This design comes from an exercise in tuning for a short achievable clock period and few clock cycles per item on the open sky130 flow, not from production work. Function was checked by simulation only, so behaviour that the tests miss may differ from the original. Power is estimated from default activity; no workload was simulated.

## flow/design.v

```verilog
module ap2_add16 (
    input  wire [15:0] a,
    input  wire [15:0] b,
    input  wire        ci,
    output wire [15:0] s,
    output wire        co
);
    wire [15:0] p = a ^ b;
    wire [15:0] g = a & b;
    wire [15:0] g0, p0;
    assign g0[0] = g[0] | (p[0] & ci);
    assign p0[0] = 1'b0;
    assign g0[15:1] = g[15:1];
    assign p0[15:1] = p[15:1];
    wire [15:0] g1, p1;
    assign g1[0] = g0[0];
    assign p1[0] = p0[0];
    assign g1[1] = g0[1] | (p0[1] & g0[0]);
    assign p1[1] = p0[1] & p0[0];
    assign g1[2] = g0[2] | (p0[2] & g0[1]);
    assign p1[2] = p0[2] & p0[1];
    assign g1[3] = g0[3] | (p0[3] & g0[2]);
    assign p1[3] = p0[3] & p0[2];
    assign g1[4] = g0[4] | (p0[4] & g0[3]);
    assign p1[4] = p0[4] & p0[3];
    assign g1[5] = g0[5] | (p0[5] & g0[4]);
    assign p1[5] = p0[5] & p0[4];
    assign g1[6] = g0[6] | (p0[6] & g0[5]);
    assign p1[6] = p0[6] & p0[5];
    assign g1[7] = g0[7] | (p0[7] & g0[6]);
    assign p1[7] = p0[7] & p0[6];
    assign g1[8] = g0[8] | (p0[8] & g0[7]);
    assign p1[8] = p0[8] & p0[7];
    assign g1[9] = g0[9] | (p0[9] & g0[8]);
    assign p1[9] = p0[9] & p0[8];
    assign g1[10] = g0[10] | (p0[10] & g0[9]);
    assign p1[10] = p0[10] & p0[9];
    assign g1[11] = g0[11] | (p0[11] & g0[10]);
    assign p1[11] = p0[11] & p0[10];
    assign g1[12] = g0[12] | (p0[12] & g0[11]);
    assign p1[12] = p0[12] & p0[11];
    assign g1[13] = g0[13] | (p0[13] & g0[12]);
    assign p1[13] = p0[13] & p0[12];
    assign g1[14] = g0[14] | (p0[14] & g0[13]);
    assign p1[14] = p0[14] & p0[13];
    assign g1[15] = g0[15] | (p0[15] & g0[14]);
    assign p1[15] = p0[15] & p0[14];
    wire [15:0] g2, p2;
    assign g2[0] = g1[0];
    assign p2[0] = p1[0];
    assign g2[1] = g1[1];
    assign p2[1] = p1[1];
    assign g2[2] = g1[2] | (p1[2] & g1[0]);
    assign p2[2] = p1[2] & p1[0];
    assign g2[3] = g1[3] | (p1[3] & g1[1]);
    assign p2[3] = p1[3] & p1[1];
    assign g2[4] = g1[4] | (p1[4] & g1[2]);
    assign p2[4] = p1[4] & p1[2];
    assign g2[5] = g1[5] | (p1[5] & g1[3]);
    assign p2[5] = p1[5] & p1[3];
    assign g2[6] = g1[6] | (p1[6] & g1[4]);
    assign p2[6] = p1[6] & p1[4];
    assign g2[7] = g1[7] | (p1[7] & g1[5]);
    assign p2[7] = p1[7] & p1[5];
    assign g2[8] = g1[8] | (p1[8] & g1[6]);
    assign p2[8] = p1[8] & p1[6];
    assign g2[9] = g1[9] | (p1[9] & g1[7]);
    assign p2[9] = p1[9] & p1[7];
    assign g2[10] = g1[10] | (p1[10] & g1[8]);
    assign p2[10] = p1[10] & p1[8];
    assign g2[11] = g1[11] | (p1[11] & g1[9]);
    assign p2[11] = p1[11] & p1[9];
    assign g2[12] = g1[12] | (p1[12] & g1[10]);
    assign p2[12] = p1[12] & p1[10];
    assign g2[13] = g1[13] | (p1[13] & g1[11]);
    assign p2[13] = p1[13] & p1[11];
    assign g2[14] = g1[14] | (p1[14] & g1[12]);
    assign p2[14] = p1[14] & p1[12];
    assign g2[15] = g1[15] | (p1[15] & g1[13]);
    assign p2[15] = p1[15] & p1[13];
    wire [15:0] g3, p3;
    assign g3[0] = g2[0];
    assign p3[0] = p2[0];
    assign g3[1] = g2[1];
    assign p3[1] = p2[1];
    assign g3[2] = g2[2];
    assign p3[2] = p2[2];
    assign g3[3] = g2[3];
    assign p3[3] = p2[3];
    assign g3[4] = g2[4] | (p2[4] & g2[0]);
    assign p3[4] = p2[4] & p2[0];
    assign g3[5] = g2[5] | (p2[5] & g2[1]);
    assign p3[5] = p2[5] & p2[1];
    assign g3[6] = g2[6] | (p2[6] & g2[2]);
    assign p3[6] = p2[6] & p2[2];
    assign g3[7] = g2[7] | (p2[7] & g2[3]);
    assign p3[7] = p2[7] & p2[3];
    assign g3[8] = g2[8] | (p2[8] & g2[4]);
    assign p3[8] = p2[8] & p2[4];
    assign g3[9] = g2[9] | (p2[9] & g2[5]);
    assign p3[9] = p2[9] & p2[5];
    assign g3[10] = g2[10] | (p2[10] & g2[6]);
    assign p3[10] = p2[10] & p2[6];
    assign g3[11] = g2[11] | (p2[11] & g2[7]);
    assign p3[11] = p2[11] & p2[7];
    assign g3[12] = g2[12] | (p2[12] & g2[8]);
    assign p3[12] = p2[12] & p2[8];
    assign g3[13] = g2[13] | (p2[13] & g2[9]);
    assign p3[13] = p2[13] & p2[9];
    assign g3[14] = g2[14] | (p2[14] & g2[10]);
    assign p3[14] = p2[14] & p2[10];
    assign g3[15] = g2[15] | (p2[15] & g2[11]);
    assign p3[15] = p2[15] & p2[11];
    wire [15:0] g4, p4;
    assign g4[0] = g3[0];
    assign p4[0] = p3[0];
    assign g4[1] = g3[1];
    assign p4[1] = p3[1];
    assign g4[2] = g3[2];
    assign p4[2] = p3[2];
    assign g4[3] = g3[3];
    assign p4[3] = p3[3];
    assign g4[4] = g3[4];
    assign p4[4] = p3[4];
    assign g4[5] = g3[5];
    assign p4[5] = p3[5];
    assign g4[6] = g3[6];
    assign p4[6] = p3[6];
    assign g4[7] = g3[7];
    assign p4[7] = p3[7];
    assign g4[8] = g3[8] | (p3[8] & g3[0]);
    assign p4[8] = p3[8] & p3[0];
    assign g4[9] = g3[9] | (p3[9] & g3[1]);
    assign p4[9] = p3[9] & p3[1];
    assign g4[10] = g3[10] | (p3[10] & g3[2]);
    assign p4[10] = p3[10] & p3[2];
    assign g4[11] = g3[11] | (p3[11] & g3[3]);
    assign p4[11] = p3[11] & p3[3];
    assign g4[12] = g3[12] | (p3[12] & g3[4]);
    assign p4[12] = p3[12] & p3[4];
    assign g4[13] = g3[13] | (p3[13] & g3[5]);
    assign p4[13] = p3[13] & p3[5];
    assign g4[14] = g3[14] | (p3[14] & g3[6]);
    assign p4[14] = p3[14] & p3[6];
    assign g4[15] = g3[15] | (p3[15] & g3[7]);
    assign p4[15] = p3[15] & p3[7];
    assign s  = p ^ {g4[14:0], ci};
    assign co = g4[15];
endmodule
module ap2_mulcsa (
    input  wire [15:0] a,
    input  wire [15:0] b,
    output wire [15:0] s,
    output wire [15:0] c,
    output wire [15:0] t
);
    wire [16:0] bx = {b, 1'b0};
    wire [16:0] ax = {a, 1'b0};    
    wire b0h = bx[2], b0m = bx[1], b0l = bx[0];
    wire m1_0 = b0m ^ b0l;
    wire m2_0 = (b0h & ~b0m & ~b0l) | (~b0h & b0m & b0l);
    wire ng_0 = b0h & ~(b0m & b0l);
    wire [15:0] r0 = {(((m1_0 & ax[16]) | (m2_0 & ax[15])) ^ ng_0), (((m1_0 & ax[15]) | (m2_0 & ax[14])) ^ ng_0), (((m1_0 & ax[14]) | (m2_0 & ax[13])) ^ ng_0), (((m1_0 & ax[13]) | (m2_0 & ax[12])) ^ ng_0), (((m1_0 & ax[12]) | (m2_0 & ax[11])) ^ ng_0), (((m1_0 & ax[11]) | (m2_0 & ax[10])) ^ ng_0), (((m1_0 & ax[10]) | (m2_0 & ax[9])) ^ ng_0), (((m1_0 & ax[9]) | (m2_0 & ax[8])) ^ ng_0), (((m1_0 & ax[8]) | (m2_0 & ax[7])) ^ ng_0), (((m1_0 & ax[7]) | (m2_0 & ax[6])) ^ ng_0), (((m1_0 & ax[6]) | (m2_0 & ax[5])) ^ ng_0), (((m1_0 & ax[5]) | (m2_0 & ax[4])) ^ ng_0), (((m1_0 & ax[4]) | (m2_0 & ax[3])) ^ ng_0), (((m1_0 & ax[3]) | (m2_0 & ax[2])) ^ ng_0), (((m1_0 & ax[2]) | (m2_0 & ax[1])) ^ ng_0), (((m1_0 & ax[1]) | (m2_0 & ax[0])) ^ ng_0)};
    wire b1h = bx[4], b1m = bx[3], b1l = bx[2];
    wire m1_1 = b1m ^ b1l;
    wire m2_1 = (b1h & ~b1m & ~b1l) | (~b1h & b1m & b1l);
    wire ng_1 = b1h & ~(b1m & b1l);
    wire [15:0] r1 = {(((m1_1 & ax[14]) | (m2_1 & ax[13])) ^ ng_1), (((m1_1 & ax[13]) | (m2_1 & ax[12])) ^ ng_1), (((m1_1 & ax[12]) | (m2_1 & ax[11])) ^ ng_1), (((m1_1 & ax[11]) | (m2_1 & ax[10])) ^ ng_1), (((m1_1 & ax[10]) | (m2_1 & ax[9])) ^ ng_1), (((m1_1 & ax[9]) | (m2_1 & ax[8])) ^ ng_1), (((m1_1 & ax[8]) | (m2_1 & ax[7])) ^ ng_1), (((m1_1 & ax[7]) | (m2_1 & ax[6])) ^ ng_1), (((m1_1 & ax[6]) | (m2_1 & ax[5])) ^ ng_1), (((m1_1 & ax[5]) | (m2_1 & ax[4])) ^ ng_1), (((m1_1 & ax[4]) | (m2_1 & ax[3])) ^ ng_1), (((m1_1 & ax[3]) | (m2_1 & ax[2])) ^ ng_1), (((m1_1 & ax[2]) | (m2_1 & ax[1])) ^ ng_1), (((m1_1 & ax[1]) | (m2_1 & ax[0])) ^ ng_1), 1'b0, ng_0};
    wire b2h = bx[6], b2m = bx[5], b2l = bx[4];
    wire m1_2 = b2m ^ b2l;
    wire m2_2 = (b2h & ~b2m & ~b2l) | (~b2h & b2m & b2l);
    wire ng_2 = b2h & ~(b2m & b2l);
    wire [15:0] r2 = {(((m1_2 & ax[12]) | (m2_2 & ax[11])) ^ ng_2), (((m1_2 & ax[11]) | (m2_2 & ax[10])) ^ ng_2), (((m1_2 & ax[10]) | (m2_2 & ax[9])) ^ ng_2), (((m1_2 & ax[9]) | (m2_2 & ax[8])) ^ ng_2), (((m1_2 & ax[8]) | (m2_2 & ax[7])) ^ ng_2), (((m1_2 & ax[7]) | (m2_2 & ax[6])) ^ ng_2), (((m1_2 & ax[6]) | (m2_2 & ax[5])) ^ ng_2), (((m1_2 & ax[5]) | (m2_2 & ax[4])) ^ ng_2), (((m1_2 & ax[4]) | (m2_2 & ax[3])) ^ ng_2), (((m1_2 & ax[3]) | (m2_2 & ax[2])) ^ ng_2), (((m1_2 & ax[2]) | (m2_2 & ax[1])) ^ ng_2), (((m1_2 & ax[1]) | (m2_2 & ax[0])) ^ ng_2), 1'b0, ng_1, 1'b0, 1'b0};
    wire b3h = bx[8], b3m = bx[7], b3l = bx[6];
    wire m1_3 = b3m ^ b3l;
    wire m2_3 = (b3h & ~b3m & ~b3l) | (~b3h & b3m & b3l);
    wire ng_3 = b3h & ~(b3m & b3l);
    wire [15:0] r3 = {(((m1_3 & ax[10]) | (m2_3 & ax[9])) ^ ng_3), (((m1_3 & ax[9]) | (m2_3 & ax[8])) ^ ng_3), (((m1_3 & ax[8]) | (m2_3 & ax[7])) ^ ng_3), (((m1_3 & ax[7]) | (m2_3 & ax[6])) ^ ng_3), (((m1_3 & ax[6]) | (m2_3 & ax[5])) ^ ng_3), (((m1_3 & ax[5]) | (m2_3 & ax[4])) ^ ng_3), (((m1_3 & ax[4]) | (m2_3 & ax[3])) ^ ng_3), (((m1_3 & ax[3]) | (m2_3 & ax[2])) ^ ng_3), (((m1_3 & ax[2]) | (m2_3 & ax[1])) ^ ng_3), (((m1_3 & ax[1]) | (m2_3 & ax[0])) ^ ng_3), 1'b0, ng_2, 1'b0, 1'b0, 1'b0, 1'b0};
    wire b4h = bx[10], b4m = bx[9], b4l = bx[8];
    wire m1_4 = b4m ^ b4l;
    wire m2_4 = (b4h & ~b4m & ~b4l) | (~b4h & b4m & b4l);
    wire ng_4 = b4h & ~(b4m & b4l);
    wire [15:0] r4 = {(((m1_4 & ax[8]) | (m2_4 & ax[7])) ^ ng_4), (((m1_4 & ax[7]) | (m2_4 & ax[6])) ^ ng_4), (((m1_4 & ax[6]) | (m2_4 & ax[5])) ^ ng_4), (((m1_4 & ax[5]) | (m2_4 & ax[4])) ^ ng_4), (((m1_4 & ax[4]) | (m2_4 & ax[3])) ^ ng_4), (((m1_4 & ax[3]) | (m2_4 & ax[2])) ^ ng_4), (((m1_4 & ax[2]) | (m2_4 & ax[1])) ^ ng_4), (((m1_4 & ax[1]) | (m2_4 & ax[0])) ^ ng_4), 1'b0, ng_3, 1'b0, 1'b0, 1'b0, 1'b0, 1'b0, 1'b0};
    wire b5h = bx[12], b5m = bx[11], b5l = bx[10];
    wire m1_5 = b5m ^ b5l;
    wire m2_5 = (b5h & ~b5m & ~b5l) | (~b5h & b5m & b5l);
    wire ng_5 = b5h & ~(b5m & b5l);
    wire [15:0] r5 = {(((m1_5 & ax[6]) | (m2_5 & ax[5])) ^ ng_5), (((m1_5 & ax[5]) | (m2_5 & ax[4])) ^ ng_5), (((m1_5 & ax[4]) | (m2_5 & ax[3])) ^ ng_5), (((m1_5 & ax[3]) | (m2_5 & ax[2])) ^ ng_5), (((m1_5 & ax[2]) | (m2_5 & ax[1])) ^ ng_5), (((m1_5 & ax[1]) | (m2_5 & ax[0])) ^ ng_5), 1'b0, ng_4, 1'b0, 1'b0, 1'b0, 1'b0, 1'b0, 1'b0, 1'b0, 1'b0};
    wire b6h = bx[14], b6m = bx[13], b6l = bx[12];
    wire m1_6 = b6m ^ b6l;
    wire m2_6 = (b6h & ~b6m & ~b6l) | (~b6h & b6m & b6l);
    wire ng_6 = b6h & ~(b6m & b6l);
    wire [15:0] r6 = {(((m1_6 & ax[4]) | (m2_6 & ax[3])) ^ ng_6), (((m1_6 & ax[3]) | (m2_6 & ax[2])) ^ ng_6), (((m1_6 & ax[2]) | (m2_6 & ax[1])) ^ ng_6), (((m1_6 & ax[1]) | (m2_6 & ax[0])) ^ ng_6), 1'b0, ng_5, 1'b0, 1'b0, 1'b0, 1'b0, 1'b0, 1'b0, 1'b0, 1'b0, 1'b0, 1'b0};
    wire b7h = bx[16], b7m = bx[15], b7l = bx[14];
    wire m1_7 = b7m ^ b7l;
    wire m2_7 = (b7h & ~b7m & ~b7l) | (~b7h & b7m & b7l);
    wire ng_7 = b7h & ~(b7m & b7l);
    wire [15:0] r7 = {(((m1_7 & ax[2]) | (m2_7 & ax[1])) ^ ng_7), (((m1_7 & ax[1]) | (m2_7 & ax[0])) ^ ng_7), 1'b0, ng_6, 1'b0, 1'b0, 1'b0, 1'b0, 1'b0, 1'b0, 1'b0, 1'b0, 1'b0, 1'b0, 1'b0, 1'b0};
    wire [15:0] r8 = {1'b0, ng_7, 14'b0};
    wire [15:0] s0_0 = r0 ^ r1 ^ r2;
    wire [15:0] c0_0w = (r0 & r1) | (r0 & r2) | (r1 & r2);
    wire [15:0] c0_0 = {c0_0w[14:0], 1'b0};
    wire [15:0] s0_1 = r3 ^ r4 ^ r5;
    wire [15:0] c0_1w = (r3 & r4) | (r3 & r5) | (r4 & r5);
    wire [15:0] c0_1 = {c0_1w[14:0], 1'b0};
    wire [15:0] s0_2 = r6 ^ r7 ^ r8;
    wire [15:0] c0_2w = (r6 & r7) | (r6 & r8) | (r7 & r8);
    wire [15:0] c0_2 = {c0_2w[14:0], 1'b0};
    wire [15:0] s1_0 = s0_0 ^ c0_0 ^ s0_1;
    wire [15:0] c1_0w = (s0_0 & c0_0) | (s0_0 & s0_1) | (c0_0 & s0_1);
    wire [15:0] c1_0 = {c1_0w[14:0], 1'b0};
    wire [15:0] s1_1 = c0_1 ^ s0_2 ^ c0_2;
    wire [15:0] c1_1w = (c0_1 & s0_2) | (c0_1 & c0_2) | (s0_2 & c0_2);
    wire [15:0] c1_1 = {c1_1w[14:0], 1'b0};
    wire [15:0] s2_0 = s1_0 ^ c1_0 ^ s1_1;
    wire [15:0] c2_0w = (s1_0 & c1_0) | (s1_0 & s1_1) | (c1_0 & s1_1);
    wire [15:0] c2_0 = {c2_0w[14:0], 1'b0};
    assign s = s2_0;
    assign c = c2_0;
    assign t = c1_1;
endmodule
module ap2_core (
    input  wire        clk,
    input  wire        rst,           
    input  wire        start,         
    input  wire [16:0] image_end,     
    output wire        mem_req,
    output wire        mem_we,
    output wire [15:0] mem_addr,
    output wire [15:0] mem_wdata,
    input  wire [15:0] mem_rdata,
    input  wire        mem_ready,
    output wire        done,          
    output wire [1:0]  stop_reason,   
    output wire [15:0] r0,
    output wire [15:0] r1,
    output wire [15:0] r2,
    output wire [15:0] r3,
    output wire [15:0] r4,
    output wire [15:0] r5,
    output wire [15:0] r6,
    output wire [15:0] r7,
    output wire [15:0] pc_out,
    output wire [15:0] sp_out,
    output wire        flag_c,
    output wire        flag_ov,
    output wire        flag_z,
    output wire        flag_s
);
    localparam [15:0] STACK_START = 16'h8200;
    localparam [15:0] STACK_FLOOR = 16'h81F0;
    reg        running;       
    reg        done_q;
    reg        start_q;       
    reg [1:0]  reason;
    reg [16:0] ie_q;          
    reg [15:0] x [0:7];
    reg [15:0] sp;
    reg        fc, fov, fz, fs;
    reg [15:0] sc [0:7];      
    reg [7:0]  scv;
    reg [15:0] bus_addr;      
    reg [15:0] bus_wdata;     
    reg [15:0] daddr;         
    reg [15:0] dwdata;        
    reg [15:0] pcF;
    reg        d_valid;
    reg        d_end;         
    reg [15:0] ir;
    reg [15:0] pcd_cur;       
    reg [15:0] pcd_nxt;       
    reg        pd_stopi;      
    reg        pd_mul;        
    reg        pd_um, pd_un;  
    reg        pd_cj;         
    reg        e_valid;
    reg        e_memop;       
    reg        e_we;          
    reg        e_psh;         
    reg [2:0]  e_sidx;        
    reg        e_mul;         
    reg        e_ld;          
    reg        e_wreg;        
    reg [2:0]  e_rd;
    reg        e_wzs, e_wc, e_wov;
    reg        e_sub;         
    reg        e_cmp;
    reg        e_jpend;       
    reg [1:0]  e_jcc;
    reg [15:0] e_jt;
    reg        sel_add, sel_and, sel_or, sel_xor, sel_shr, sel_shl,
               sel_ror, sel_rol, sel_mov;
    reg [3:0]  e_r1, e_r2;    
    reg [3:0]  e_l1, e_l2;    
    reg        e_k16;         
    reg        e_kz;          
    reg [15:0] A, B;
    reg        smc_q;         
    reg        w_valid;
    reg [2:0]  w_rd;
    reg [15:0] ms, mc, mt;    
    reg        w_c, w_a15, w_b15;
    wire [15:0] sum;
    wire        co;
    ap2_add16 u_add (.a(A), .b(B), .ci(e_sub), .s(sum), .co(co));
    wire [16:0] hx = {A, 1'b0};
    wire [16:0] lx = {1'b0, A};
    wire [16:0] hr1 = ({17{e_r1[0]}} & hx) | ({17{e_r1[1]}} & {1'b0, hx[16:1]})
                    | ({17{e_r1[2]}} & {2'b0, hx[16:2]}) | ({17{e_r1[3]}} & {3'b0, hx[16:3]});
    wire [16:0] hr2 = ({17{e_r2[0]}} & hr1) | ({17{e_r2[1]}} & {4'b0, hr1[16:4]})
                    | ({17{e_r2[2]}} & {8'b0, hr1[16:8]}) | ({17{e_r2[3]}} & {12'b0, hr1[16:12]});
    wire [16:0] shr17 = e_kz ? 17'd0 : e_k16 ? {16'b0, hr2[16]} : hr2;
    wire [16:0] hl1 = ({17{e_l1[0]}} & lx) | ({17{e_l1[1]}} & {lx[15:0], 1'b0})
                    | ({17{e_l1[2]}} & {lx[14:0], 2'b0}) | ({17{e_l1[3]}} & {lx[13:0], 3'b0});
    wire [16:0] hl2 = ({17{e_l2[0]}} & hl1) | ({17{e_l2[1]}} & {hl1[12:0], 4'b0})
                    | ({17{e_l2[2]}} & {hl1[8:0], 8'b0}) | ({17{e_l2[3]}} & {hl1[4:0], 12'b0});
    wire [16:0] shl17 = e_kz ? 17'd0 : e_k16 ? {hl2[0], 16'b0} : hl2;
    wire [15:0] ms_n, mc_n, mt_n;
    ap2_mulcsa u_mul (.a(A), .b(B), .s(ms_n), .c(mc_n), .t(mt_n));
    wire [15:0] r_log = ({16{sel_and}} & (A & B))
                      | ({16{sel_or }} & (A | B))
                      | ({16{sel_xor}} & (A ^ B))
                      | shr17[16:1]
                      | shl17[15:0]
                      | ({16{sel_ror}} & {A[0], A[15:1]})
                      | ({16{sel_rol}} & {A[14:0], A[15]})
                      | ({16{sel_mov}} & A);
    wire [15:0] r = ({16{sel_add}} & sum) | r_log;
    wire [15:0] axb   = A ^ B;
    wire [15:0] aob   = A | B;
    wire        z_add = (axb == {aob[14:0], e_sub});
    wire        res_z = sel_add ? z_add : (r_log == 16'h0000);
    wire res_s = e_cmp ? !co : r[15];
    wire res_c = sel_add ? (co ^ e_sub)
               : sel_shr ? shr17[0]
               : sel_shl ? shl17[16]
               : sel_ror ? A[0]
               : A[15];
    wire res_ov = sel_shl ? shl17[16]
                : ((A[15] == B[15]) && (r[15] != A[15]));
    wire [15:0] ws    = ms ^ mc ^ mt;
    wire [15:0] wcw   = (ms & mc) | (ms & mt) | (mc & mt);
    wire [15:0] wc    = {wcw[14:0], 1'b0};
    wire [15:0] wr;
    wire        wco;
    ap2_add16 u_wadd (.a(ws), .b(wc), .ci(1'b0), .s(wr), .co(wco));
    wire [15:0] mxc   = ws ^ wc;
    wire [15:0] moc   = ws | wc;
    wire        w_z   = (mxc == {moc[14:0], 1'b0});
    wire        w_ov  = (w_a15 == w_b15) && (w_b15 != wr[15]);
    wire e_alu     = e_valid & !e_memop;       
    wire e_fwd     = e_valid & e_wreg & !e_ld;
    wire e_wzs_now = e_alu & e_wzs;
    reg jc_e;
    always @(*) begin
        case (e_jcc)
            2'b00:   jc_e = 1'b1;
            2'b01:   jc_e = fz && !fs;
            2'b10:   jc_e = !fz && fs;
            default: jc_e = !fz && !fs;
        endcase
    end
    wire e_jtaken = e_valid & e_jpend & jc_e;
    wire [15:0] pcd_cur1 = pcd_cur + 16'd1;
    wire [15:0] ba1      = daddr + 16'd1;
    wire e_smc = e_we & d_valid & !d_end &
                 ((daddr == pcd_cur) | (daddr == pcd_cur1) | (ba1 == pcd_cur));
    wire squash_e = e_jtaken | smc_q;
    wire [3:0] cls = ir[15:12];
    wire [2:0] fd  = ir[10:8];
    wire [2:0] fm  = ir[7:5];
    wire [2:0] fn  = ir[4:2];
    wire is_nop  = (ir == 16'h0000);
    wire is_c0   = (cls == 4'h0) && !is_nop;
    wire is_jmp  = is_c0 && ir[11];
    wire is_psh  = is_c0 && !ir[11] && (ir[1:0] == 2'b01);
    wire is_pop  = is_c0 && !ir[11] && (ir[1:0] == 2'b10);
    wire is_cmp  = is_c0 && !ir[11] && (ir[1:0] == 2'b11);
    wire is_rsvd = is_c0 && !ir[11] && (ir[1:0] == 2'b00);
    wire is_mov  = (cls == 4'h1);
    wire is_str  = (cls == 4'h2);
    wire is_ldr  = (cls == 4'h3);
    wire is_add  = (cls == 4'h4);
    wire is_sub  = (cls == 4'h5);
    wire is_mul  = (cls == 4'h6);
    wire is_and  = (cls == 4'h7);
    wire is_or   = (cls == 4'h8);
    wire is_not  = (cls == 4'h9);
    wire is_xor  = (cls == 4'hA);
    wire is_shr  = (cls == 4'hB);
    wire is_shl  = (cls == 4'hC);
    wire is_ror  = (cls == 4'hD);
    wire is_rol  = (cls == 4'hE);
    wire is_halt = (cls == 4'hF);
    wire is_alu1 = is_add | is_sub | is_and | is_or | is_not | is_xor |
                   is_shr | is_shl | is_ror | is_rol;      
    wire push_ok = sp > STACK_FLOOR;
    wire pop_ok  = (sp >= STACK_FLOOR) && (sp < STACK_START);
    wire psh_do  = is_psh && push_ok;
    wire pop_do  = is_pop && pop_ok;
    wire [4:0] sdist    = 5'd0 - sp[4:0];
    wire [2:0] sidx_psh = sdist[3:1];
    wire [3:0] sidx_p4  = sdist[4:1] - 4'd1;
    wire [2:0] sidx_pop = sidx_p4[2:0];
    wire       pop_hit  = pop_do && scv[sidx_pop];
    wire       pop_mem  = pop_do && !scv[sidx_pop];
    wire d_memop   = is_ldr | is_str | psh_do | pop_mem;
    wire d_store   = is_str | psh_do;
    wire [1:0] d_reason = d_end ? 2'd3 : is_halt ? 2'd1 : 2'd2;
    wire [8:0]  imm9  = ir[10:2];
    wire [15:0] jt_d  = pcd_nxt + {7'b0, imm9};
    reg jc_d;
    always @(*) begin
        case (ir[1:0])
            2'b00:   jc_d = 1'b1;
            2'b01:   jc_d = fz && !fs;
            2'b10:   jc_d = !fz && fs;
            default: jc_d = !fz && !fs;
        endcase
    end
    wire d_jres   = !(e_wzs_now || w_valid);    
    wire e_mulv = e_valid & e_mul;
    wire d_dep  = e_mulv &
                  ((pd_um && (fm == e_rd)) || (pd_un && (fn == e_rd)) || pd_cj);
    wire d_stop   = d_valid & pd_stopi & !e_memop & !e_mulv & !squash_e;
    wire d_fire   = d_valid & !pd_stopi & !e_memop & !d_dep & !squash_e;
    wire d_jtaken = d_fire & pd_cj & d_jres & jc_d;
    wire a_imm  = is_mov && ir[11];
    wire a_reg  = !(a_imm || is_psh || is_pop);
    wire b_reg  = !((is_str && ir[11]) || is_not);
    wire b_inv  = is_sub || is_cmp;
    wire fwd_a  = e_fwd && (e_rd == fm) && a_reg;
    wire fwd_b  = e_fwd && (e_rd == fn) && b_reg;
    wire fww_a  = w_valid && (w_rd == fm) && a_reg;
    wire fww_b  = w_valid && (w_rd == fn) && b_reg;
    wire [15:0] xm = x[fm];
    wire [15:0] xn = x[fn];
    wire [15:0] a_base = a_imm  ? {8'b0, ir[7:0]}
                       : is_psh ? sp
                       : is_pop ? (pop_hit ? sc[sidx_pop] : sp + 16'd2)
                       : fww_a  ? wr
                       : xm;
    wire [15:0] b_raw  = (is_str && ir[11]) ? {8'b0, ir[10:8], ir[4:0]}
                       : is_not ? 16'hFFFF
                       : fww_b  ? wr
                       : xn;
    wire [15:0] a_next = fwd_a ? r : a_base;
    wire [15:0] b_next = fwd_b ? (r ^ {16{b_inv}}) : (b_raw ^ {16{b_inv}});
    wire at_end    = {1'b0, pcF} >= ie_q;
    wire bus_fetch = running & !e_memop;
    wire slot_free = !d_valid | d_fire | squash_e;
    wire f_load    = bus_fetch & slot_free & !squash_e & !d_jtaken & !d_stop;
    wire f_take    = f_load & mem_ready;
    reg [15:0] pcF_base;
    always @(*) begin
        if (start && !running)
            pcF_base = 16'h0000;
        else if (d_stop)
            pcF_base = pcd_nxt;
        else if (e_jtaken)
            pcF_base = e_jt;
        else if (smc_q)
            pcF_base = pcd_cur;
        else if (d_jtaken)
            pcF_base = jt_d;
        else
            pcF_base = pcF;
    end
    wire [15:0] fw       = mem_rdata;      
    wire        inc_ok   = f_load & !at_end & !(start && !running);
    wire [15:0] pcF_inc  = pcF + 16'd2;
    wire        f_jmp    = (fw[15:11] == 5'b00001) && (fw[1:0] == 2'b00) && (fw[10:2] != 9'd0);
    wire [15:0] pcF_jt   = pcF_inc + {7'b0, fw[10:2]};
    wire [15:0] pcF_next = (inc_ok & mem_ready) ? (f_jmp ? pcF_jt : pcF_inc) : pcF_base;
    wire e_hold    = e_memop & !mem_ready;        
    wire d_mem_go  = d_fire & d_memop;            
    assign mem_req   = running;
    assign mem_we    = e_we;
    assign mem_addr  = bus_addr;
    assign mem_wdata = bus_wdata;
    always @(posedge clk)
        ie_q <= image_end;
    always @(posedge clk) begin
        if (rst) begin
            running <= 1'b0;
            done_q  <= 1'b0;
            start_q <= 1'b0;
            d_valid <= 1'b0;
            e_valid <= 1'b0;
            e_memop <= 1'b0;
            e_we    <= 1'b0;
            w_valid <= 1'b0;
            smc_q   <= 1'b0;
        end else if (start && !running) begin
            running <= 1'b1;
            done_q  <= 1'b0;
            start_q <= 1'b1;
            d_valid <= 1'b0;
            e_valid <= 1'b0;
            e_memop <= 1'b0;
            e_we    <= 1'b0;
            w_valid <= 1'b0;
            smc_q   <= 1'b0;
        end else begin
            start_q <= 1'b0;
            if (d_stop) begin
                running <= 1'b0;
                done_q  <= 1'b1;
            end
            if (d_stop || squash_e || d_jtaken)
                d_valid <= 1'b0;
            else if (slot_free)
                d_valid <= f_take;
            e_valid <= e_hold | d_fire;
            e_memop <= e_hold | d_mem_go;
            e_we    <= (e_we & !mem_ready) | (d_fire & d_store);
            smc_q   <= e_smc;
            w_valid <= e_alu & e_mul;
        end
    end
    always @(posedge clk)
        pcF <= pcF_next;
    wire        ba_r    = d_mem_go & fwd_a;
    wire [15:0] ba_oth  = e_memop  ? (mem_ready ? pcF_base : daddr)
                        : d_mem_go ? a_base
                        : pcF_next;
    wire        bw_r    = !e_memop & fwd_b;
    wire [15:0] bw_oth  = e_memop ? dwdata : b_raw;
    always @(posedge clk) begin
        bus_addr  <= ba_r ? r : ba_oth;
        bus_wdata <= bw_r ? r : bw_oth;
        if (d_mem_go)
            daddr <= fwd_a ? r : a_base;
        if (d_fire & d_store)
            dwdata <= fwd_b ? r : b_raw;
    end
    always @(posedge clk) begin
        if (d_stop)
            reason <= d_reason;
    end
    wire [3:0]  f_cls = fw[15:12];
    wire        f_c0  = (f_cls == 4'h0) && (fw[11:0] != 12'h000);
    wire        f_alu1 = (f_cls >= 4'h4) && (f_cls <= 4'hE) && (f_cls != 4'h6);
    wire        f_ab  = (f_cls == 4'h4) || (f_cls == 4'h5) || (f_cls == 4'h7) ||
                        (f_cls == 4'h8) || (f_cls == 4'hA);
    always @(posedge clk) begin
        if (slot_free && !smc_q) begin
            ir       <= fw;
            d_end    <= at_end;
            pcd_cur  <= pcF;
            pcd_nxt  <= at_end ? pcF : pcF + 16'd2;
            pd_stopi <= at_end || (f_cls == 4'hF) ||
                        (f_c0 && !fw[11] && (fw[1:0] == 2'b00));
            pd_mul   <= (f_cls == 4'h6);
            pd_um    <= ((f_cls == 4'h1) && !fw[11]) || (f_cls == 4'h2) || (f_cls == 4'h3) ||
                        f_alu1 || (f_cls == 4'h6) || (f_c0 && !fw[11] && (fw[1:0] == 2'b11));
            pd_un    <= ((f_cls == 4'h2) && !fw[11]) || f_ab || (f_cls == 4'h6) ||
                        (f_c0 && !fw[11] && fw[0]);
            pd_cj    <= !at_end && f_c0 && fw[11] && (fw[10:2] != 9'd0) && (fw[1:0] != 2'b00);
        end
    end
    always @(posedge clk) begin
        A       <= a_next;
        B       <= b_next;
        e_r1    <= {4{is_shr}} & (4'b0001 << ir[1:0]);
        e_r2    <= {4{is_shr}} & (4'b0001 << ir[3:2]);
        e_l1    <= {4{is_shl}} & (4'b0001 << ir[1:0]);
        e_l2    <= {4{is_shl}} & (4'b0001 << ir[3:2]);
        e_k16   <= ir[4] && (ir[3:0] == 4'd0);
        e_kz    <= ir[4] && (ir[3:0] != 4'd0);
        e_wzs   <= is_alu1 | is_cmp;
        e_wc    <= is_add | is_sub | is_shr | is_shl | is_ror | is_rol;
        e_wov   <= is_add | is_sub | is_shl;
        e_sub   <= is_sub | is_cmp;
        e_cmp   <= is_cmp;
        e_jcc   <= ir[1:0];
        e_jt    <= jt_d;
        sel_add <= is_add | is_sub | is_cmp;
        sel_and <= is_and;
        sel_or  <= is_or;
        sel_xor <= is_xor | is_not;
        sel_shr <= is_shr;
        sel_shl <= is_shl;
        sel_ror <= is_ror;
        sel_rol <= is_rol;
        sel_mov <= is_mov | pop_hit;
        if (!e_memop) begin
            e_psh   <= is_psh;
            e_sidx  <= sidx_psh;
            e_mul   <= is_mul;
            e_ld    <= is_ldr | pop_mem;
            e_wreg  <= is_mov | is_ldr | pop_do | is_alu1;
            e_rd    <= is_pop ? {1'b0, ir[9:8]} : fd;
            e_jpend <= pd_cj & !d_jres;
        end
        ms    <= ms_n;
        mc    <= mc_n;
        mt    <= mt_n;
        w_rd  <= e_rd;
        w_c   <= co;
        w_a15 <= A[15];
        w_b15 <= B[15];
    end
    wire        e_wr  = e_valid & e_wreg;
    integer i;
    always @(posedge clk) begin
        if (start_q) begin
            for (i = 0; i < 8; i = i + 1)
                x[i] <= 16'h0000;
            sp  <= STACK_START;
            fc  <= 1'b0;
            fov <= 1'b0;
            fz  <= 1'b0;
            fs  <= 1'b0;
            scv <= 8'h00;
        end else begin
            for (i = 0; i < 8; i = i + 1) begin
                if (e_wr && !e_ld && (e_rd == i))
                    x[i] <= r;
                else if (e_wr && (e_rd == i))
                    x[i] <= mem_rdata;
                else if (w_valid && (w_rd == i))
                    x[i] <= wr;
            end
            if (d_fire & psh_do)
                sp <= sp - 16'd2;
            else if (d_fire & pop_do)
                sp <= sp + 16'd2;
            if (e_alu & e_wzs) begin
                fz <= res_z;
                fs <= res_s;
            end else if (w_valid) begin
                fz <= w_z;
                fs <= wr[15];
            end
            if (e_alu & e_wc)
                fc <= res_c;
            else if (w_valid)
                fc <= w_c;
            if (e_alu & e_wov)
                fov <= res_ov;
            else if (w_valid)
                fov <= w_ov;
            for (i = 0; i < 8; i = i + 1) begin
                if (e_we && e_psh && (e_sidx == i))
                    scv[i] <= 1'b1;
                else if (e_we && !e_psh &&
                         ((daddr == STACK_START - 2 * i) || (ba1 == STACK_START - 2 * i) ||
                          (daddr == STACK_START - 2 * i + 1)))
                    scv[i] <= 1'b0;
            end
        end
        for (i = 0; i < 8; i = i + 1)
            if (e_we && e_psh && (e_sidx == i))
                sc[i] <= dwdata;
    end
    assign done        = done_q;
    assign stop_reason = reason;
    assign r0 = x[0];
    assign r1 = x[1];
    assign r2 = x[2];
    assign r3 = x[3];
    assign r4 = x[4];
    assign r5 = x[5];
    assign r6 = x[6];
    assign r7 = x[7];
    assign pc_out  = pcF;
    assign sp_out  = sp;
    assign flag_c  = fc;
    assign flag_ov = fov;
    assign flag_z  = fz;
    assign flag_s  = fs;
endmodule
```

## flow/config.mk

```make
export PLATFORM = sky130hd
export DESIGN_NAME = ap2_core
export DESIGN_NICKNAME = ap2_core
export VERILOG_FILES = /design/flow/design.v
export SDC_FILE = /design/flow/constraint.sdc
export NUM_CORES = 4
export LEC_CHECK = 0
export CAP_MARGIN = 20
export CORE_MARGIN = 2
export CORE_UTILIZATION = 40
export SLEW_MARGIN = 20
```

## flow/flow/run.sh

```bash
#!/bin/bash
set -euo pipefail
bash standard.sh SETUP_SLACK_MARGIN=8.0 finish > orfs_make.log 2>&1
```

## flow/constraint.sdc

```tcl
create_clock -name core_clock -period 10.0 [get_ports {clk}]
set_input_delay 2.0000 -clock core_clock [delete_from_list [all_inputs] [get_ports {clk}]]
set_output_delay 2.0000 -clock core_clock [all_outputs]
set_load 0.01 [all_outputs]
```

## flow/standard.sh

```bash
#!/bin/bash
# synth_recipe.tcl (not shown) runs the flow's synth.tcl, then flattens the netlist and writes it again
# the make line also repeats each setting of config.mk as NAME=value (left out here)
make -C /OpenROAD-flow-scripts/flow DESIGN_CONFIG=/design/flow/config.mk WORK_HOME=/design/flow/orfs CLKGATE_MAP_FILE= SYNTH_SCRIPT=/design/flow/synth_recipe.tcl "${@:-finish}"
```

==> results of run 1 <==
==> routing by layer <==
layer	track usage [%]	part of all wire (%)	up-vias
li1	-	-	16360
met1	47.30	38	18680
met2	54.05	42	2877
met3	10.55	12	785
met4	23.31	8.0	0
met5	0	0	-
==> kinds of logic (layout without fill, tap and decap cells) <==
group / after synthesis / after routing / synth area share [%]
buffers and inverters: 511 / 1301 / 5.419
other: 1 / 2 / 0.01050
adder cells (fa/ha/maj): 172 / 172 / 6.886
flip-flops: 574 / 574 / 38.47
XOR/XNOR: 254 / 254 / 6.228
multiplexers: 125 / 125 / 4.280
AND/OR/NAND/NOR: 1222 / 1222 / 15.86
AO/OA/AOI/OAI: 1155 / 1155 / 22.85
==> critical path: stages <==
cell      delay [ns]
buf_4           0.15
ha_1            0.29
a21oi_1         0.09
o21bai_2        0.19
nor4b_2         0.08
o31a_1          0.34
or3_4           0.43
xnor2_4         0.15
a221oi_2        0.36
o211ai_1        0.13
==> final cells by class <==
class	instances	area share [%]
Multi-Input combinational cell	2929	46.46
Sequential cell	574	26.58
Timing Repair Buffer	969	18.59
Clock buffer	94	3.490
Tap cell	1165	2.677
Inverter	203	1.670
Clock inverter	33	0.4618
Timing Repair inverter	2	0.05974
Antenna cell	1	0.004595
==> stage by stage <==
stage | hold slack, ns | setup slack [ns] | util [%] | instances
after floorplan | 0.3540 | 5.975 | - | 4014
after global placement | 0.4565 | 4.882 | 46.22 | 5175
after detailed placement | 0.4543 | 4.863 | 46.22 | 5175
after CTS | 0.4204 | 6.089 | 58.65 | 5855
after global routing | 0.4545 | 6.213 | 61.52 | 5970
final | 0.4360 | 6.278 | 61.52 | 5970
==> where the power goes <==
part           leakage [nW]  internal (mW)  switching, mW
sequential             5.18           2.58          0.219
clock                  1.07           1.37           1.10
combinational          14.8           2.62           2.96
==> synthesized netlist by cell type, types with 90 or more instances <==
library cell  count  area [sq um]
ha_1            131          1639
edfxtp_1        225          6756
dfxtp_1         349          6987
inv_1           194         728.2
o21ai_0         158         790.8
a211oi_1        127         953.4
nand3_1         100         500.5
clkbuf_1        269          1010
nand2_1         379          1423
a21oi_1         199         996.0
xor2_1           90         788.3
a22oi_1         159          1194
nor2_1          352          1321
xnor2_1         164          1436
nor3_1           99         495.5
==> layout by cell type (no fill, tap or decap), drive strengths merged, types with 159 or more instances in the layout <==
cell type,netlist,layout
nor2,353,353
a22oi,159,159
buf,39,937
a21oi,199,199
dfxtp,349,349
edfxtp,225,225
inv,198,195
o21ai,174,174
xnor2,164,164
nand2,379,379
==> what timing repair did <==
action	4_1_cts	5_1_grt
resized for setup	2001	334
endpoints found under the setup margin	647	661
cloned	19	5
hold buffers	0	0
pin swaps	287	177
buffers inserted	534	109
==> path summary, 6_finish.rpt <==
check | startpoint | endpoint | cells after the start
setup / recovery | mem_rdata[3] | bus_addr[13] | 10
hold / removal | ir[0] | e_jcc[0] | 0
setup reg to reg | pcF[1] | bus_addr[13] | 12
hold reg to reg | ir[0] | e_jcc[0] | 0
==> results.toml, run 1 <==
[clock_tree]
tritoncts = "built"
numCtsBuffers = 69
root_buffer = "clkbuf_16"
clk_path_buf_depth = 3
clkLatencyLatePin_ns = 0.65
clk_pin_slew_ns = 0.05
cts.sinks = 574
htreeDepth = 3

[logic_synthesis]
synth_edf_count = 225
ys.flop_type = "dfxtp_1"
netlist_area_sq_um = 35720
ys_seq_elements = 574
synth_cell_type_count = 87
synthArstFlopShare_pct = 0
syn_avg_cell_area_sq_um = 8.899
synth_warnings = 3
ys_seq_area_share_pct = 38.47
syn_inst = 4014
syn-num-nets = 4223

[critical_path]
start_kind = "primary input"
crit_type = "in -> reg"
reg2reg_slack_ns = 6.40
cp_max_fo = 5
critPathRequiredTime_ns = 10.50
crit_path_end_kind = "flop"
arrival_ns = 4.22

[power_and_ir_drop]
p_leak_nw = 21.06
ir_drop_mv = 0.2345
total_power_mw = 10.85
powerDensity_nw_per_um2 = 199.3

[detailed_routing]
num_vias = 38700
drt_pass1_iterations = 22
wirelength_um = 176700
detail-route-antenna-nets = 0
dr.first_iter.drc_count = 5680
wl_per_cell_um = 29.60
viasPerCell = 6.482
remaining_drc_errors = 0

[sta]
hold_violations = 0
fin_tns_setup_ns = 0
skew_ns = 0.02944
slew_viol_final = 0
min_period_over_period_pct = 37.22
worst_slew_pin_slew_ns = 1.159
slew-limit-headroom_pct = 22.53
grt_setup_unrepaired = "true"
timing.fmax_mhz = 268.7
setup_viol = 0
fin_crit_ns = 3.722

[die]
die_w_um = 302.8
coreArea_sq_um = 88510
die_y_um = 302.8
ioPinCount = 238
initial_core_util_pct = 40.36
num_rows = 109
die_area_sq_um = 91710

[global_route]
grt_max_degree = 76
grt_pass1_wl_um = 249300
grt_pass1_vias = 36050
antenna_found_initial = 1
grt_overflow_total = 0
track_usage_pct = 36.75

[finish]
drive_gt1_share_pct = 44.48
multi_input_comb_area_sq_um = 25300
layout.nets = 4957
reg.largest.list = "sc (128), x (128), ie_q (17)"
fin_area_sq_um = 54460
syn2layout_area_growth_pct = 52.44
fill_cells = 7084
regArea_sq_um = 14480

[place]
hpwl_um = 110100
io_buffers = 236
routabilityCongestion = 0.9962
placed_area_sq_um = 40910

[outcome]
outcome = "timing/DRC/antenna clean"

[flow_run]
cap_viol_max_count = 0

[min_path]
hold_path.class = "reg -> reg"
Testbench counts, summed over its fixed seeds: cycles 62,376, instrs 48,662.
==> run 2, diff against run 1 <==
--- a/flow/design.v
+++ b/flow/design.v
@@ -272,6 +272,7 @@
     reg        pd_stopi;      
     reg        pd_mul;        
     reg        pd_um, pd_un;  
+    reg        pd_jmp;        
     reg        pd_cj;         
     reg        e_valid;
     reg        e_memop;       
@@ -418,13 +419,13 @@
             default: jc_d = !fz && !fs;
         endcase
     end
-    wire d_jres   = !(e_wzs_now || w_valid);    
+    wire d_jres   = !pd_cj || !(e_wzs_now || w_valid);    
     wire e_mulv = e_valid & e_mul;
     wire d_dep  = e_mulv &
                   ((pd_um && (fm == e_rd)) || (pd_un && (fn == e_rd)) || pd_cj);
     wire d_stop   = d_valid & pd_stopi & !e_memop & !e_mulv & !squash_e;
     wire d_fire   = d_valid & !pd_stopi & !e_memop & !d_dep & !squash_e;
-    wire d_jtaken = d_fire & pd_cj & d_jres & jc_d;
+    wire d_jtaken = d_fire & pd_jmp & d_jres & jc_d;
     wire a_imm  = is_mov && ir[11];
     wire a_reg  = !(a_imm || is_psh || is_pop);
     wire b_reg  = !((is_str && ir[11]) || is_not);
@@ -466,12 +467,9 @@
         else
             pcF_base = pcF;
     end
-    wire [15:0] fw       = mem_rdata;      
     wire        inc_ok   = f_load & !at_end & !(start && !running);
     wire [15:0] pcF_inc  = pcF + 16'd2;
-    wire        f_jmp    = (fw[15:11] == 5'b00001) && (fw[1:0] == 2'b00) && (fw[10:2] != 9'd0);
-    wire [15:0] pcF_jt   = pcF_inc + {7'b0, fw[10:2]};
-    wire [15:0] pcF_next = (inc_ok & mem_ready) ? (f_jmp ? pcF_jt : pcF_inc) : pcF_base;
+    wire [15:0] pcF_next = (inc_ok & mem_ready) ? pcF_inc : pcF_base;
     wire e_hold    = e_memop & !mem_ready;        
     wire d_mem_go  = d_fire & d_memop;            
     assign mem_req   = running;
@@ -538,6 +536,7 @@
         if (d_stop)
             reason <= d_reason;
     end
+    wire [15:0] fw    = mem_rdata;      
     wire [3:0]  f_cls = fw[15:12];
     wire        f_c0  = (f_cls == 4'h0) && (fw[11:0] != 12'h000);
     wire        f_alu1 = (f_cls >= 4'h4) && (f_cls <= 4'hE) && (f_cls != 4'h6);
@@ -556,6 +555,7 @@
                         f_alu1 || (f_cls == 4'h6) || (f_c0 && !fw[11] && (fw[1:0] == 2'b11));
             pd_un    <= ((f_cls == 4'h2) && !fw[11]) || f_ab || (f_cls == 4'h6) ||
                         (f_c0 && !fw[11] && fw[0]);
+            pd_jmp   <= !at_end && f_c0 && fw[11] && (fw[10:2] != 9'd0);
             pd_cj    <= !at_end && f_c0 && fw[11] && (fw[10:2] != 9'd0) && (fw[1:0] != 2'b00);
         end
     end
@@ -591,7 +591,7 @@
             e_ld    <= is_ldr | pop_mem;
             e_wreg  <= is_mov | is_ldr | pop_do | is_alu1;
             e_rd    <= is_pop ? {1'b0, ir[9:8]} : fd;
-            e_jpend <= pd_cj & !d_jres;
+            e_jpend <= pd_jmp & !d_jres;
         end
         ms    <= ms_n;
         mc    <= mc_n;
==> flow/flow/run.sh (replaced) <==
#!/bin/bash
set -euo pipefail
bash standard.sh SETUP_SLACK_MARGIN=7.5 finish > orfs_make.log 2>&1
==> results.toml, run 2 <==
[sta]
setup_viol = 0
slew-limit-headroom_pct = 16.50
fin_tns_setup_ns = 0
skew_ns = 0.02409
worst_slew_pin_slew_ns = 1.249
slew_viol_final = 0
hold_violations = 0
timing.fmax_mhz = 299.4
min_period_over_period_pct = 33.40
grt_setup_unrepaired = "true"
fin_crit_ns = 3.340
setup_ws_ns = 6.660

[detailed_routing]
wirelength_um = 162300
num_vias = 36440
remaining_drc_errors = 0
wl_per_cell_um = 28.38
drt_pass1_iterations = 10
detail-route-antenna-nets = 0
viasPerCell = 6.372
dr.first_iter.drc_count = 4820

[finish]
drive_gt1_share_pct = 43.10
reg.largest.list = "sc (128), x (128), ie_q (17)"
syn2layout_area_growth_pct = 48.89
stdcell_count = 5719
layout.nets = 4715
layout_common_cells = "buf_4, nand2_1, buf_6"
fin_area_sq_um = 51390
layout_commonest_cell = "buf_4"

[clock_tree]
clk_path_buf_depth = 3
cts.sinks = 575
numCtsBuffers = 67
htreeDepth = 3
clk_pin_slew_ns = 0.06
tritoncts = "built"
root_buffer = "clkbuf_16"
clkLatencyLatePin_ns = 0.63

[die]
coreArea_sq_um = 85280
die_area_sq_um = 88660
num_rows = 107
ioPinCount = 238
die_y_um = 297.8
die_w_um = 297.8
initial_core_util_pct = 40.47

[global_route]
antenna_found_initial = 3
grt_pass1_wl_um = 230400
grt_overflow_total = 0
track_usage_pct = 34.64
grt_max_degree = 68
grt_pass1_vias = 34050

[power_and_ir_drop]
power_switching_mw = 3.485
powerDensity_nw_per_um2 = 179.4
clkPwrFrac_pct = 26.8
netSwitchingFraction_pct = 37.81
sequentialPowerShare_pct = 29.7
p_comb_share_pct = 43.4
ir_drop_mv = 0.4141
p_leak_nw = 20.05
p_int_mw = 5.732

[logic_synthesis]
syn_avg_cell_area_sq_um = 9.069
synth_most_common_cell = "nand2_1"
synthArstFlopShare_pct = 0
netlist_area_sq_um = 34520
syn-num-nets = 4005
synth_edf_count = 226
ys_seq_elements = 575
synth_top_area_cell = "dfxtp_1"
synth.area.top_cells = "dfxtp_1, edfxtp_1, ha_1"
synth_top_area_share_pct = 20.24
ys.flop_type = "dfxtp_1"
synth_warnings = 3
ys_top_cells_by_count = "nand2_1, nor2_1, dfxtp_1"
synth_cell_type_count = 92
ys_seq_area_share_pct = 39.90
syn_inst = 3806

[critical_path]
cp_max_fo = 7
arrival_ns = 3.89
crit_path_end_kind = "flop"
rr_worst_depth = 15
start_kind = "flop"
crit_type = "reg -> reg"
critPathRequiredTime_ns = 10.55

[min_path]
hold_depth = 0
hold_path.class = "reg -> reg"

[place]
dpl.cell_count = 4958
dp_slack_ns = 5.252
routabilityCongestion = 0.9846
io_buffers = 236
hpwl_um = 102200
placed_area_sq_um = 38710

[outcome]
outcome = "timing/DRC/antenna clean"

[flow_run]
cap_viol_max_count = 0
## run 2: cell types whose count changed after synthesis, moves of 16 or more
| cell | before | now |
|---|---|---|
| a311oi_1 | 46 | 30 |
| a21oi_1 | 199 | 170 |
| mux2i_1 | 65 | 84 |
| inv_1 | 194 | 176 |
| nor3_1 | 99 | 53 |
| o21ai_0 | 158 | 183 |
| o22ai_1 | 32 | 54 |
| nor4_1 | 39 | 20 |
## run 2: through the flow
stage          hold slack (ns)  util, %  total power [mW]
4_1_cts                 0.4381    57.50             8.695
5_1_grt                 0.4644    60.25             9.501
3_3_place_gp            0.4454    45.39             5.379
2_1_floorplan           0.3735        -             4.359
3_5_place_dp            0.4355    45.39             5.380
6_report                0.4463    60.26             9.217
## run 2: cell families (layout without fill, tap and decap cells)
| logic type | Yosys count | in the layout | share of synthesized area [%] |
|---|---|---|---|
| AO/OA/AOI/OAI | 1095 | 1095 | 22.23 |
| XOR/XNOR | 248 | 248 | 6.293 |
| adder cells (fa/ha/maj) | 162 | 162 | 6.743 |
| buffers and inverters | 468 | 1231 | 5.169 |
| flip-flops | 575 | 575 | 39.90 |
| multiplexers | 141 | 141 | 4.883 |
| other | 1 | 5 | 0.01086 |
| AND/OR/NAND/NOR | 1116 | 1118 | 14.77 |
## run 2: final timing paths
kind	from	to	slack [ns]
setup / recovery	sp[1]	bus_addr[2]	6.66
hold / removal	B[15]	w_b15	0.45
setup reg to reg	sp[1]	bus_addr[2]	6.66
hold reg to reg	B[15]	w_b15	0.45
## run 2: power by group through the flow
stage / Sequential [mW] / Clock (mW) / Combinational (mW)
6_report: 2.74 / 2.47 / 4.00
5_1_grt: 2.75 / 2.58 / 4.17
4_1_cts: 2.73 / 2.48 / 3.49
3_5_place_dp: 2.83 / 0 / 2.55
3_3_place_gp: 2.83 / 0 / 2.55
2_1_floorplan: 2.71 / 0 / 1.65
## run 2: routing by layer
layer / wire (um) / global-route usage (%)
met5: 0 / 0
met4: 12020 / 20.24
met1: 60040 / 44.17
met3: 20230 / 9.918
met2: 70030 / 52.23
## run 2: repair_timing
item,in CTS,in global routing
hold endpoints to repair,0,0
hold buffers,0,0
pin swaps,226,176
setup endpoints to repair,613,587
gates cloned,12,3
buffers inserted,515,103
gates resized for setup,2060,348
## run 2: worst max-delay path: stages (launching register included)
cell and delay [ns]:
dfxtp_4 0.39, clkinvlp_4 0.14, ha_4 0.32, mux4_2 0.54, mux2i_4 0.18, nand3b_1 0.22, buf_6 0.18, buf_4 0.12
buf_6 0.08, buf_6 0.08, buf_6 0.09, a2111oi_4 0.04, o21ai_2 0.19, nand4_1 0.24, a31o_2 0.34, o21ai_1 0.10
## run 2: area by class of cell
type / instances / area (sq um)
antenna: 4 / 10.01
clock buffer: 90 / 1854
clock inverter: 34 / 316.6
fill: 7041 / 33890
inverter: 181 / 793.3
multi-input combinational: 2765 / 23260
sequential: 575 / 14460
tap: 1144 / 1431
timing repair buffer: 925 / 9251
timing repair inverter: 1 / 7.507
Testbench counts of run 2, summed over its fixed seeds: cycles 62,666, instrs 48,662.
==> run 3, diff against run 2 <==
--- a/flow/config.mk
+++ b/flow/config.mk
@@ -5,7 +5,7 @@
 export SDC_FILE = /design/flow/constraint.sdc
 export NUM_CORES = 4
 export LEC_CHECK = 0
-export CAP_MARGIN = 20
+export CAP_MARGIN = 30
 export CORE_MARGIN = 2
 export CORE_UTILIZATION = 40
 export SLEW_MARGIN = 20
==> results.toml, run 3 <==
[logic_synthesis]
synth_xor_area_share_pct = 6.293
syn_avg_cell_area_sq_um = 9.069
synth_simple_gate_area_share_pct = 14.77
synth_top_area_cell = "dfxtp_1"
ys_seq_area_share_pct = 39.90
synth_edf_count = 226
synth_compound_area_share_pct = 22.23
synthAdderAreaFrac_pct = 6.743
synthArstFlopShare_pct = 0
synth_top_area_share_pct = 20.24
syn_inst = 3806
netlist_area_sq_um = 34520
synth_top_family_by_area = "compound AO/OA/AOI/OAI gates"
ys_top_cells_by_count = "nand2_1, nor2_1, dfxtp_1"
synth_warnings = 3
ys.flop_type = "dfxtp_1"
synth.area.mux_share_pct = 4.883
ys_seq_elements = 575
synth_most_common_cell = "nand2_1"
syn-num-nets = 4005
synth.area.top_cells = "dfxtp_1, edfxtp_1, ha_1"
synth_cell_type_count = 92

[global_route]
track_usage_pct = 34.65
grt_pass1_wl_um = 230400
grt_max_degree = 68
antenna_found_initial = 3
grt_overflow_total = 0
grt_pass1_vias = 33720

[clock_tree]
clk_path_buf_depth = 3
htreeDepth = 3
root_buffer = "clkbuf_16"
tritoncts = "built"
clk_pin_slew_ns = 0.07
numCtsBuffers = 67
clkLatencyLatePin_ns = 0.65
cts.sinks = 575

[detailed_routing]
drt_pass1_iterations = 10
remaining_drc_errors = 0
wirelength_um = 164400
num_vias = 36490
detail-route-antenna-nets = 0
wl_per_cell_um = 28.66
dr.first_iter.drc_count = 4897
viasPerCell = 6.361

[sta]
slew-limit-headroom_pct = 8.499
fin_tns_setup_ns = 0
skew_ns = 0.04415
worst_slew_pin_slew_ns = 1.369
fin_crit_ns = 3.284
slew_viol_final = 0
timing.fmax_mhz = 304.5
hold_violations = 0
setup_viol = 0
setup_ws_ns = 6.716
grt_setup_unrepaired = "true"
min_period_over_period_pct = 32.84

[place]
dp_slack_ns = 5.263
hpwl_um = 102400
routabilityCongestion = 0.9846
io_buffers = 236
placed_area_sq_um = 38760
dpl.cell_count = 4963

[finish]
drive_gt1_share_pct = 44.55
regArea_sq_um = 14470
reg.largest.list = "sc (128), x (128), ie_q (17)"
multi_input_comb_area_sq_um = 23620
syn2layout_area_growth_pct = 51.45
layout_commonest_cell = "buf_4"
fill_cells = 6829
stdcell_count = 5736
fin_area_sq_um = 52270
layout.nets = 4734
layout_common_cells = "buf_4, nand2_1, buf_6"

[die]
ioPinCount = 238
die_w_um = 297.8
die_y_um = 297.8
die_area_sq_um = 88660
initial_core_util_pct = 40.47
coreArea_sq_um = 85280
num_rows = 107

[critical_path]
cp_slowest_cell = "or4_1"
start_kind = "flop"
path_cells = "buf_12, a22oi_1, nand2_1, a222oi_1, a21o_1, nand2_1, or4_1, or4_4, or3_4, a211oi_4"
arrival_ns = 3.79
crit_type = "reg -> reg"
crit_path_end_kind = "flop"
critPathRequiredTime_ns = 10.51
cp_max_fo = 5
crit_top_cell = "nand2_1"
slowest_delay_ns = 0.49

[power_and_ir_drop]
ir_drop_mv = 0.7483
total_power_mw = 9.381
p_leak_nw = 20.29
powerDensity_nw_per_um2 = 179.5

[outcome]
outcome = "timing/DRC/antenna clean"

[flow_run]
cap_viol_max_count = 0

[min_path]
hold_path.class = "reg -> reg"
## run 3: final timing paths
path,from,to,slack (ns),depth (start not counted)
setup / recovery,A[4],fz,6.72,10
hold / removal,B[15],w_b15,0.43,0
setup reg to reg,A[4],fz,6.72,10
hold reg to reg,B[15],w_b15,0.43,0
## run 3: kinds of logic after synthesis
| kind of cell | count (synthesis) |
|---|---|
| simple gates | 1116 |
| compound gates | 1095 |
| flops | 575 |
| buf+inv | 468 |
| xor+xnor | 248 |
| fa+ha+maj | 162 |
| mux | 141 |
| other cells | 1 |
## run 3: through the flow
step,hold WS [ns],util [%]
after floorplan,0.3735,-
after global placement,0.4454,45.39
after detailed placement,0.4355,45.45
after CTS,0.4367,57.76
after global routing,0.4614,61.29
final,0.4320,61.29
## run 3: timing repair
action / in CTS / in global routing
gates resized for setup: 2090 / 404
setup endpoints to repair: 611 / 540
buffers inserted: 498 / 126
hold buffers: 0 / 0
cloned: 11 / 7
pin swaps: 243 / 211
## run 3: power breakdown
group	total (mW)	internal (mW)	switching, mW
registers	2.74	2.56	0.180
clock network	2.67	1.57	1.09
logic	3.98	1.74	2.24
## run 3: critical path, delay by kind of cell, from the launching register on
kind,cells,cell delay (ns)
buf+inv,1,0.16
compound gates,4,1.13
simple gates,5,1.47
flops,1,0.40
## run 3: final cells by class
type	count	area share, %
multi-input combinational	2764	45.18
tap	1144	2.738
antenna	2	0.009574
clock buffer	88	3.557
sequential	575	27.69
timing repair buffer	946	18.30
inverter	181	1.532
clock inverter	36	1.003
## run 3: metal layers
| metal | global-route usage [%] | vias to the layer above | share of wire [%] |
|---|---|---|---|
| li1 | - | 15530 | - |
| met2 | 52.68 | 2705 | 43 |
| met4 | 19.73 | 2 | 7.3 |
| met5 | 0.05411 | - | 0.0079 |
| met3 | 9.057 | 701 | 13 |
| met1 | 44.57 | 17550 | 37 |

==> afterwards: timing with drivers on the ports <==
How much do the figures lean on ideal ports? The routed layouts below were timed once more, with nothing changed but the port constraints. Step 1, drivers: a clkbuf_16 drives clk and a buf_2 each remaining input, both assumed. Step 2 moves the port delays by t, midway between the first and last clock arrival at a register: inputs arrive t later, outputs are due t later. That takes back most of the time a late clock gives input paths. Slacks: ideal ports / drivers / drivers and shift; pairs: ideal ports / drivers.
run	shift t [ns]	setup WS [ns]	hold WS [ns]	worst setup path after step 2	pins driven straight from the clock port
run 1	0.709	6.278 / 6.319 / 5.610	0.436 / 0.436 / 0.436	input to register	1
run 2	0.686	6.660 / 6.660 / 6.343	0.446 / 0.446 / 0.446	input to register	1
run 3	0.708	6.716 / 6.656 / 6.296	0.432 / 0.432 / 0.432	input to register	1
After both steps every run listed still meets setup and hold. For run 1, which loses most, drivers alone change the setup slack by +0.041 ns; drivers and shift together by -0.668 ns.
